What follows belongs to an exercise in optimizing a design on an open flow for small area, a short achievable clock period and few clock cycles per item; a production flow would make more cautious choices.
Where RTL was checked, it was by simulation tests only, not by an equivalence proof against the original.
Power figures rest on the tool's default switching activity, not on a simulated workload.

== job 101 ==
## wm_haar
module wm_haar (
    input  wire        clk,
    input  wire        rst,         
    input  wire        in_valid,
    output wire        in_ready,
    input  wire [63:0] in_x0,
    input  wire [63:0] in_x1,
    input  wire [63:0] in_x2,
    input  wire [63:0] in_x3,
    output wire        out_valid,
    input  wire        out_ready,
    output wire [63:0] out_y0,
    output wire [63:0] out_y1,
    output wire [63:0] out_y2,
    output wire [63:0] out_y3
);
clock: 22.0 ns
lec_check: 0
abc_area: 1
cap_margin: 20
core_margin: 2
core_utilization: 60
cts_cluster_diameter: 110
cts_cluster_size: 22
setup_slack_margin: 0.5
slew_margin: 20
standard.sh (not shown) runs the stock make flow with config.mk's settings and CLKGATE_MAP_FILE= SYNTH_SCRIPT=/design/flow/synth_recipe.tcl, a recipe that flattens the netlist after the stock synthesis.
==> flow/flow/run.sh <==
#!/bin/bash
# Own layout flow: the standard synthesis unchanged, then the standard
# ORFS layout steps with a larger setup slack margin for repair_timing, so
# that the resizer works towards the period the pipeline can reach rather
# than the design's much longer clock period. The SDC is not changed.
# flow/extra.txt may add further ORFS make variables (CTS and port-buffer
# arguments, for instance).
set -uo pipefail
M=$(cat flow/margin.txt)
EXTRA=$(cat flow/extra.txt 2>/dev/null || true)
EXTRA=${EXTRA//&/\\&}
sed -e "s|SETUP_SLACK_MARGIN=[-0-9.]*|SETUP_SLACK_MARGIN=$M $EXTRA|" standard.sh > standard_margin.sh
grep -q "SETUP_SLACK_MARGIN=$M" standard_margin.sh || { echo "margin not set" >&2; exit 1; }
bash standard.sh synth > synth.log 2>&1 || exit 1
bash standard_margin.sh > layout.log 2>&1 || exit 1
==> flow/flow/extra.txt <==
BUFFER_PORTS_ARGS="-buffer_cell sky130_fd_sc_hd__buf_2" MATCH_CELL_FOOTPRINT=0 POST_GLOBAL_PLACE_TCL=$PWD/flow/post_gp2.tcl
==> flow/flow/margin.txt <==
16.15
==> flow/flow/post_gp2.tcl <==
# After global placement: move each register that drives an output port
# buffer next to that buffer (at the pin), so that the clock-to-output path
# has no long wire; the register's input side, which has slack, takes the
# wire instead. Detailed placement legalises the moved cells afterwards.
set block [ord::get_db_block]
set moved 0
foreach inst [$block getInsts] {
  if {![string match "output*" [$inst getName]]} continue
  set drv ""
  foreach it [$inst getITerms] {
    if {[$it isInputSignal]} {
      set net [$it getNet]
      if {$net ne "NULL"} {
        foreach it2 [$net getITerms] {
          if {[$it2 isOutputSignal]} { set drv [$it2 getInst] }
        }
      }
    }
  }
  if {$drv eq ""} continue
  if {![string match "*DFF*" [$drv getName]] && ![string match "*dfxtp*" [[$drv getMaster] getName]] && ![string match "*edfxtp*" [[$drv getMaster] getName]]} continue
  # the output port's pin position
  set bt ""
  foreach it [$inst getITerms] {
    if {[$it isOutputSignal]} {
      set net [$it getNet]
      if {$net ne "NULL"} { foreach b [$net getBTerms] { set bt $b } }
    }
  }
  if {$bt eq ""} continue
  set bb [$bt getBBox]
  set x [expr {([$bb xMin] + [$bb xMax]) / 2}]
  set y [expr {([$bb yMin] + [$bb yMax]) / 2}]
  $inst setLocation $x $y
  $drv setLocation $x $y
  incr moved
}
puts "post_gp2: moved $moved output registers"
Testbench counts of job 101, summed over its fixed seeds: cycles 32,072, items 32,000.
What job 102 does differently from job 101 at the input level:
Settings: a deleted ABC_AREA that had been 1; an added ABC_CLOCK_PERIOD_IN_PS of 3000.
==> flow/flow/extra.txt <==
BUFFER_PORTS_ARGS="-buffer_cell sky130_fd_sc_hd__buf_2" MATCH_CELL_FOOTPRINT=0
removed: flow/flow/post_gp2.tcl
## What came out
- The overall power of the completed layout in job 102 was higher than what job 101 gave.
- Job 102 vs. job 101: total wire length after detailed routing now sits higher; multiplexer fraction of the synthesized cell area has increased; clock-buffer cell count moved up; hold buffer count at CTS barely changed; worst slack on hold paths barely changed.
Changes in job 103 relative to job 102:
Settings: ABC_CLOCK_PERIOD_IN_PS: 3000 -> unset; ABC_AREA: unset -> 1.
==> comparison <==
Relative to job 102, share of the cycle needed by the critical path after routing increased by 0.20 points in job 103.
Job 103 — sequential power 5.7% lower, job 102 as reference
Between job 103 and job 102, the difference in quantity of I/O buffers inserted on ports is negligible.
Job 103 vs job 102, startpoint of the most critical setup path: o_q[239]$_DFFE_PN_ vs o_q[226]$_DFFE_PN_
Between job 103 and job 102, it is job 103 whose post-synthesis cell count is higher, by about 33%.

---

Another version of the RTL of wm_haar (not shown whole).
For scale: about 520 I/O pins, about 180,000 µm² of cells after synthesis.
==> flow/config.mk <==
export PLATFORM = sky130hd
export DESIGN_NAME = wm_haar
export DESIGN_NICKNAME = wm_haar
export VERILOG_FILES = /design/flow/design.v
export SDC_FILE = /design/flow/constraint.sdc
export NUM_CORES = 8
export LEC_CHECK = 0
export ABC_CLOCK_PERIOD_IN_PS = 3000
export CAP_MARGIN = 20
export CORE_MARGIN = 2
export CORE_UTILIZATION = 60
export CTS_CLUSTER_DIAMETER = 110
export CTS_CLUSTER_SIZE = 22
export SETUP_SLACK_MARGIN = 0.5
export SLEW_MARGIN = 20
==> flow/constraint.sdc <==
create_clock -name core_clock -period 22.0 [get_ports {clk}]
set_input_delay 4.4000 -clock core_clock [delete_from_list [all_inputs] [get_ports {clk}]]
set_output_delay 4.4000 -clock core_clock [all_outputs]
set_load 0.01 [all_outputs]
==> flow/flow/extra.txt <==
BUFFER_PORTS_ARGS="-buffer_cell sky130_fd_sc_hd__buf_2" MATCH_CELL_FOOTPRINT=0
Scripts as last shown in full above: flow/flow/run.sh, flow/flow/margin.txt
The first run completed without violations.
==> next run, changes <==
--- a/flow/config.mk
+++ b/flow/config.mk
@@ -8 +8 @@
-export ABC_CLOCK_PERIOD_IN_PS = 3000
+export ABC_AREA = 1
=>
- maximum frequency decreases by 0.55%
- via count rose by 14%
- worst setup slack degrades by 33 ps
- utilization is lower by 1.1 points
- routed wire length rises by 3.5%
- sequential share of layout area goes up by 0.29 points
- critical path depth is unchanged
- clock skew grows by 23 ps
No run of this note included a check of the RTL's function; only the layout flow was run.

==> re-timing with driven ports <==
No port has a modelled driver above. Below, the same layouts with a new extraction and two added sets of constraints.
Step 1, drivers: a clkbuf_16 drives clk and a buf_2 each remaining input, both assumed.
Step 2 adds t to the input delays and takes it off the output delays; t is the mean of the earliest and latest rising clock arrival at the registers after step 1. Input paths then give back, and output paths get back, about the clock's delay inside the block.
Three values: ideal, step 1, step 2; two values: the first two.
| run | shift t [ns] | slack for setup (ns) | latest minus earliest clock arrival (ns) | worst slew at a driven data input, ns | cell pins on the clock port's net |
|---|---|---|---|---|---|
| job 101 | 0.989 | 16.118 / 16.012 / 15.430 | 0.065 / 0.064 | 0.06 | 1 |
| job 102 | 0.971 | 16.077 / 15.971 / 15.429 | 0.050 / 0.050 | 0.05 | 1 |
| job 103 | 0.978 | 16.033 / 15.928 / 15.476 | 0.066 / 0.065 | 0.07 | 1 |
| the first run of note 2 | 1.005 | 16.059 / 15.948 / 15.508 | 0.064 / 0.064 | 0.09 | 1 |
| the second run of note 2 | 0.989 | 16.026 / 15.919 / 15.543 | 0.068 / 0.068 | 0.04 | 1 |
After both steps every run listed still meets setup and hold. For job 101, which loses most, drivers alone change the setup slack by -0.106 ns; drivers and shift together by -0.688 ns.
